What follows belongs to an exercise in optimizing a design on an open flow for small area; a production flow would make more cautious choices. Only simulation tests tie the RTL to the original design; equivalence was not proved. Power is estimated from default activity; no workload was simulated.

==> inputs of build 91 <==
Design dht_reader, start of the top module:
module dht_reader (
    input  wire        clk,
    input  wire        rst,          
    input  wire        tick_us,      
    input  wire        pin_in,       
    output wire        pin_oe,       
    output wire        pin_out,
    output wire        pin_pue,      
    output wire [15:0] rd_temp,
    output wire [15:0] rd_hum,
    output reg         rd_valid,
    output reg         err_ind,
    output reg         ev_reading,
    output reg         ev_error,
    output reg  [3:0]  st,
    output reg  [7:0]  fail_cnt,
    output reg  [31:0] succ_cnt,
    output reg  [1:0]  last_res
);
==> flow/config.mk <==
export PLATFORM = sky130hd
export DESIGN_NAME = dht_reader
export DESIGN_NICKNAME = dht_reader
export VERILOG_FILES = /design/flow/design.v
export SDC_FILE = /design/flow/constraint.sdc
export NUM_CORES = 4
export LEC_CHECK = 0
export CAP_MARGIN = 20
export CORE_MARGIN = 2
export CORE_UTILIZATION = 40
export CTS_BUF_LIST = sky130_fd_sc_hd__clkbuf_4
export CTS_CLUSTER_SIZE = 30
export SLEW_MARGIN = 20
==> flow/constraint.sdc <==
create_clock -name core_clock -period 10.0 [get_ports {clk}]
set_input_delay 2.0000 -clock core_clock [delete_from_list [all_inputs] [get_ports {clk}]]
set_output_delay 2.0000 -clock core_clock [all_outputs]
set_load 0.01 [all_outputs]
standard.sh (not shown) runs the stock make flow with config.mk's settings and CLKGATE_MAP_FILE= SYNTH_SCRIPT=/design/flow/synth_recipe.tcl, a recipe that flattens the netlist after the stock synthesis.
==> flow/flow/run.sh <==
#!/bin/bash
set -euo pipefail
rm -rf scripts_area
cp -r "$FLOW_HOME/scripts" scripts_area
cp flow/abc_area.script scripts_area/abc_area.script
bash standard.sh SCRIPTS_DIR="$PWD/scripts_area" ABC_AREA=1 ADDER_MAP_FILE= \
  BUFFER_PORTS_ARGS="-buffer_cell sky130_fd_sc_hd__buf_1" finish > make_flow.log 2>&1
==> flow/flow/abc_area.script <==
strash; &get -n; &fraig -x; &put; scorr; dc2; strash; &get -n; &dch -f; &nf -R 1000; &put
==> build 29: changes against build 91 <==
--- a/flow/design.v
+++ b/flow/design.v
@@ -15,12 +15,20 @@
     wire neg_hi = (tcm < 10'd623);
     wire t_hi   = neg ? neg_hi : pos_hi;
     assign res = !ck_ok                  ? 2'd2 :
                  (oor | hum_hi | t_hi)   ? 2'd3 :
                                            2'd0;
-    assign temp_lo  = tcm + {9'd0, neg};
-    assign temp_neg = neg & ~(&tcm);
+    wire [10:0] c;
+    assign c[0] = neg;
+    genvar i;
+    generate
+        for (i = 0; i < 10; i = i + 1) begin : g_inc
+            assign c[i+1]     = c[i] & tcm[i];
+            assign temp_lo[i] = tcm[i] ^ c[i];
+        end
+    endgenerate
+    assign temp_neg = neg & ~c[10];
 endmodule
 module dht_reader (
     input  wire        clk,
     input  wire        rst,          
     input  wire        tick_us,      
@@ -48,15 +56,14 @@
     localparam [3:0] S_BIT_WAIT_HIGH = 4'd6;
     localparam [3:0] S_BIT_MEASURE   = 4'd7;
     localparam [3:0] S_SLEEP_OK      = 4'd8;
     localparam [3:0] S_SLEEP_FAIL    = 4'd9;
     localparam [3:0] S_RECOVER       = 4'd10;
-    localparam [14:0] L_WARMUP     = 15'd19999;
+    localparam [14:0] L_WARMUP     = 15'd19999;   
     localparam [14:0] L_START_LOW  = 15'd999;
     localparam [14:0] L_START_HIGH = 15'd29;
     localparam [14:0] L_TIMEOUT    = 15'd9999;    
-    localparam [14:0] L_OK         = 15'd19999;
     localparam [14:0] L_FAIL       = 15'd29999;
     assign pin_pue = 1'b1;
     assign pin_oe  = (st == S_START_LOW) | (st == S_START_HIGH) | (st == S_RECOVER);
     assign pin_out = (st != S_START_LOW);
     reg  [14:0] cnt;
@@ -152,39 +159,82 @@
                 next_st = S_SLEEP_FAIL;
             end
             default: ;
         endcase
     end
-    wire [7:0] fail_inc   = fail_cnt + {7'd0, ~&fail_cnt};
-    wire       go_recover = (fail_inc >= 8'd10) && rd_valid;
-    wire       hit_err    = (fail_inc == 8'd5);
     wire step  = tick_us && !rst;
     wire store = step && do_store;
+    wire begin_tx = step && do_begin;
+    wire        cnt_clr = rst || (tick_us && (do_begin || do_succ || do_fail || do_next));
+    wire [15:0] cnt_t;
+    assign cnt_t[0] = tick_us;
+    genvar i;
+    generate
+        for (i = 0; i < 15; i = i + 1) begin : g_cnt
+            assign cnt_t[i+1] = cnt_t[i] & cnt[i];
+        end
+    endgenerate
+    always @(posedge clk)
+        cnt <= {15{~cnt_clr}} & (cnt ^ cnt_t[14:0]);
     wire in_sh  = (bitidx >= 6'd6 && bitidx <= 6'd15) || (bitidx >= 6'd22 && bitidx <= 6'd31);
     wire in_oor = (bitidx <= 6'd5) || (bitidx >= 6'd17 && bitidx <= 6'd21);
     wire in_sgn = (bitidx == 6'd16);
-    wire       ck_bit = bit_val ^ bitidx[5];
-    wire [7:0] ck_add = {7'd0, ck_bit} << (3'd7 - bitidx[2:0]);
+    wire [6:0] bi_t;
+    assign bi_t[0] = store;
+    generate
+        for (i = 0; i < 6; i = i + 1) begin : g_bi
+            assign bi_t[i+1] = bi_t[i] & bitidx[i];
+        end
+    endgenerate
+    always @(posedge clk)
+        bitidx <= {6{~begin_tx}} & (bitidx ^ bi_t[5:0]);
+    wire       ck_x  = store & (bit_val ^ bitidx[5]);
+    wire [7:0] ck_oh = 8'b1000_0000 >> bitidx[2:0];
+    wire [7:0] ck_c;
+    assign ck_c[0] = ck_x & ck_oh[0];
+    generate
+        for (i = 1; i < 8; i = i + 1) begin : g_ck
+            assign ck_c[i] = (ck_c[i-1] & ck[i-1]) | (ck_x & ck_oh[i]);
+        end
+    endgenerate
+    always @(posedge clk)
+        ck <= {8{~begin_tx}} & (ck ^ ck_c);
     always @(posedge clk) begin
-        if (step && do_begin) begin
-            bitidx <= 6'd0;
-            oor    <= 1'b0;
-            ck     <= 8'd0;
+        if (begin_tx) begin
+            oor <= 1'b0;
         end else if (store) begin
-            bitidx <= bitidx + 6'd1;
-            ck     <= ck + ck_add;
             if (in_oor) oor <= oor | bit_val;
             if (in_sgn) neg <= bit_val;
             if (in_sh)  sh  <= {sh[18:0], bit_val ^ (neg & bitidx[4])};
         end
     end
+    wire        succ_ev = step && do_succ;
+    wire [32:0] sc_t;
+    assign sc_t[0] = succ_ev & ~&succ_cnt;
+    generate
+        for (i = 0; i < 32; i = i + 1) begin : g_sc
+            assign sc_t[i+1] = sc_t[i] & succ_cnt[i];
+        end
+    endgenerate
+    always @(posedge clk)
+        succ_cnt <= {32{~rst}} & (succ_cnt ^ sc_t[31:0]);
+    wire       fail_ev  = step && do_fail;
+    wire       fail_clr = rst || (tick_us && (do_succ || (do_next && st == S_RECOVER)));
+    wire [8:0] fc_t;
+    assign fc_t[0] = fail_ev & ~&fail_cnt;
+    generate
+        for (i = 0; i < 8; i = i + 1) begin : g_fc
+            assign fc_t[i+1] = fc_t[i] & fail_cnt[i];
+        end
+    endgenerate
+    always @(posedge clk)
+        fail_cnt <= {8{~fail_clr}} & (fail_cnt ^ fc_t[7:0]);
+    wire hit_err    = (fail_cnt == 8'd4);
+    wire go_recover = (fail_cnt >= 8'd9) && rd_valid;
     always @(posedge clk) begin
         if (rst) begin
             st         <= S_IDLE;
-            cnt        <= 15'd0;
-            fail_cnt   <= 8'd0;
-            succ_cnt   <= 32'd0;
             temp_q     <= 10'd0;
             tneg_q     <= 1'b0;
             hum_q      <= 10'd0;
             rd_valid   <= 1'b0;
             err_ind    <= 1'b0;
@@ -193,39 +243,28 @@
             ev_error   <= 1'b0;
         end else if (tick_us) begin
             ev_reading <= 1'b0;
             ev_error   <= 1'b0;
             if (do_begin) begin
-                st  <= S_START_LOW;
-                cnt <= 15'd0;
+                st <= S_START_LOW;
             end else if (do_succ) begin
-                fail_cnt   <= 8'd0;
-                succ_cnt   <= succ_cnt + {31'd0, ~&succ_cnt};
                 temp_q     <= dec_temp;
                 tneg_q     <= dec_tneg;
                 hum_q      <= sh[19:10];
                 rd_valid   <= 1'b1;
                 err_ind    <= 1'b0;
                 last_res   <= 2'd0;
                 ev_reading <= 1'b1;
                 st         <= S_SLEEP_OK;
-                cnt        <= 15'd0;
             end else if (do_fail) begin
-                fail_cnt <= fail_inc;
                 last_res <= fail_kind;
                 if (hit_err) begin
                     ev_error <= 1'b1;
                     err_ind  <= 1'b1;
                 end
-                cnt <= 15'd0;
-                st  <= go_recover ? S_RECOVER : S_SLEEP_FAIL;
+                st <= go_recover ? S_RECOVER : S_SLEEP_FAIL;
             end else if (do_next) begin
-                st  <= next_st;
-                cnt <= 15'd0;
-                if (st == S_RECOVER)
-                    fail_cnt <= 8'd0;
-            end else begin
-                cnt <= cnt + 15'd1;
+                st <= next_st;
             end
         end
     end
 endmodule
==> flow/flow/run.sh (replaced) <==
#!/bin/bash
# Standard ORFS layout with these changes:
#  - combinational logic mapped by ABC with an area-oriented script
#    (flow/abc_area.script) instead of the speed script, and without the
#    separate half/full-adder mapping step; registers are untouched;
#  - port buffers are sky130_fd_sc_hd__buf_1 (every port still gets one);
#  - CTS uses small clock buffers and no dummy loads.
# make's output goes to make_flow.log; each ORFS step logs to orfs/logs/.
set -euo pipefail
rm -rf scripts_area
cp -r "$FLOW_HOME/scripts" scripts_area
cp flow/abc_area.script scripts_area/abc_area.script
bash standard.sh SCRIPTS_DIR="$PWD/scripts_area" ABC_AREA=1 ADDER_MAP_FILE= \
  BUFFER_PORTS_ARGS="-buffer_cell sky130_fd_sc_hd__buf_1" \
  CTS_ARGS="-sink_clustering_enable -repair_clock_nets -buf_list {sky130_fd_sc_hd__clkbuf_4 sky130_fd_sc_hd__clkbuf_8} -dont_use_dummy_load" \
  finish > make_flow.log 2>&1
Settings changed: CTS_BUF_LIST sky130_fd_sc_hd__clkbuf_4 to unset, CTS_CLUSTER_SIZE 30 to unset.
==> flow_summary.yaml <==
pwr:
  switching_power_uw: 190.4
  p_per_area_nw_per_um2: 137.4
grt:
  grt_use_total_pct: 18.00
  grt_max_degree: 55
floorplan:
  dieWidth_um: 119.1
  core_um2: 13090
  initial_core_util_pct: 40.47
layout:
  nonClkBufAreaFrac_pct: 5.569
  buffers: 85
  utilization_pct: 46.01
logic_synthesis:
  synth_top_area_share_pct: 38.19
  avgSynthCellArea_um2: 8.767
  synth_cells: 604
status:
  outcome: "finished clean"
setup_path:
  start_kind: "register"
  max_stage_delay_ns: 0.87
hold_path:
  min_from: "ev_error"
sta:
  slew_headroom_pct: 33.06
detailed_routing:
  met1_length_mm: 5.951
  detail_route.vias_per_cell: 5.364
the above is filed under build 91

==> flow_summary.yaml <==
pwr:
  p_per_area_nw_per_um2: 143.4
grt:
  grt_max_degree: 68
  overflow: 0
  grt_use_total_pct: 17.38
logic_synthesis:
  synth_top_area_share_pct: 40.36
  synth_cells: 560
detailed_routing:
  met1_length_mm: 5.253
setup_path:
  start_kind: "input pin"
  max_stage_delay_ns: 0.42
layout:
  nonClkBufAreaFrac_pct: 5.743
  buffers: 84
floorplan:
  core_um2: 12110
sta:
  slew_headroom_pct: 29.25
status:
  outcome: "finished clean"
hold_path:
  min_from: "hum_q[7]"
the above is filed under build 29

[re-timing with driven ports]
The flow's constraints put no driver on any port. The routed layouts listed below were extracted and timed again, unchanged, in two steps.
Step 1: set_driving_cell puts a clkbuf_16 on clk and a buf_2 on each other input, an assumption about the parent block.
Step 2 adds t to the input delays and takes it off the output delays; t is the mean of the earliest and latest rising clock arrival at the registers after step 1. Input paths then give back, and output paths get back, about the clock's delay inside the block.
Slacks: ideal ports / drivers / drivers and shift; pairs: ideal ports / drivers.
run | t, ns | setup slack, ns | worst hold slack (ns) | clock arrival spread, ns | pins driven straight from the clock port
build 91 | 0.536 | 3.779 / 3.779 / 3.442 | 0.453 / 0.453 / 0.453 | 0.029 / 0.029 | 1
build 29 | 0.447 | 4.197 / 4.203 / 3.756 | 0.455 / 0.455 / 0.455 | 0.028 / 0.028 | 1
After both steps setup and hold are still met in every run listed. The setup slack of build 29, which loses most, moves by +0.006 ns with the drivers and by -0.441 ns with both steps.
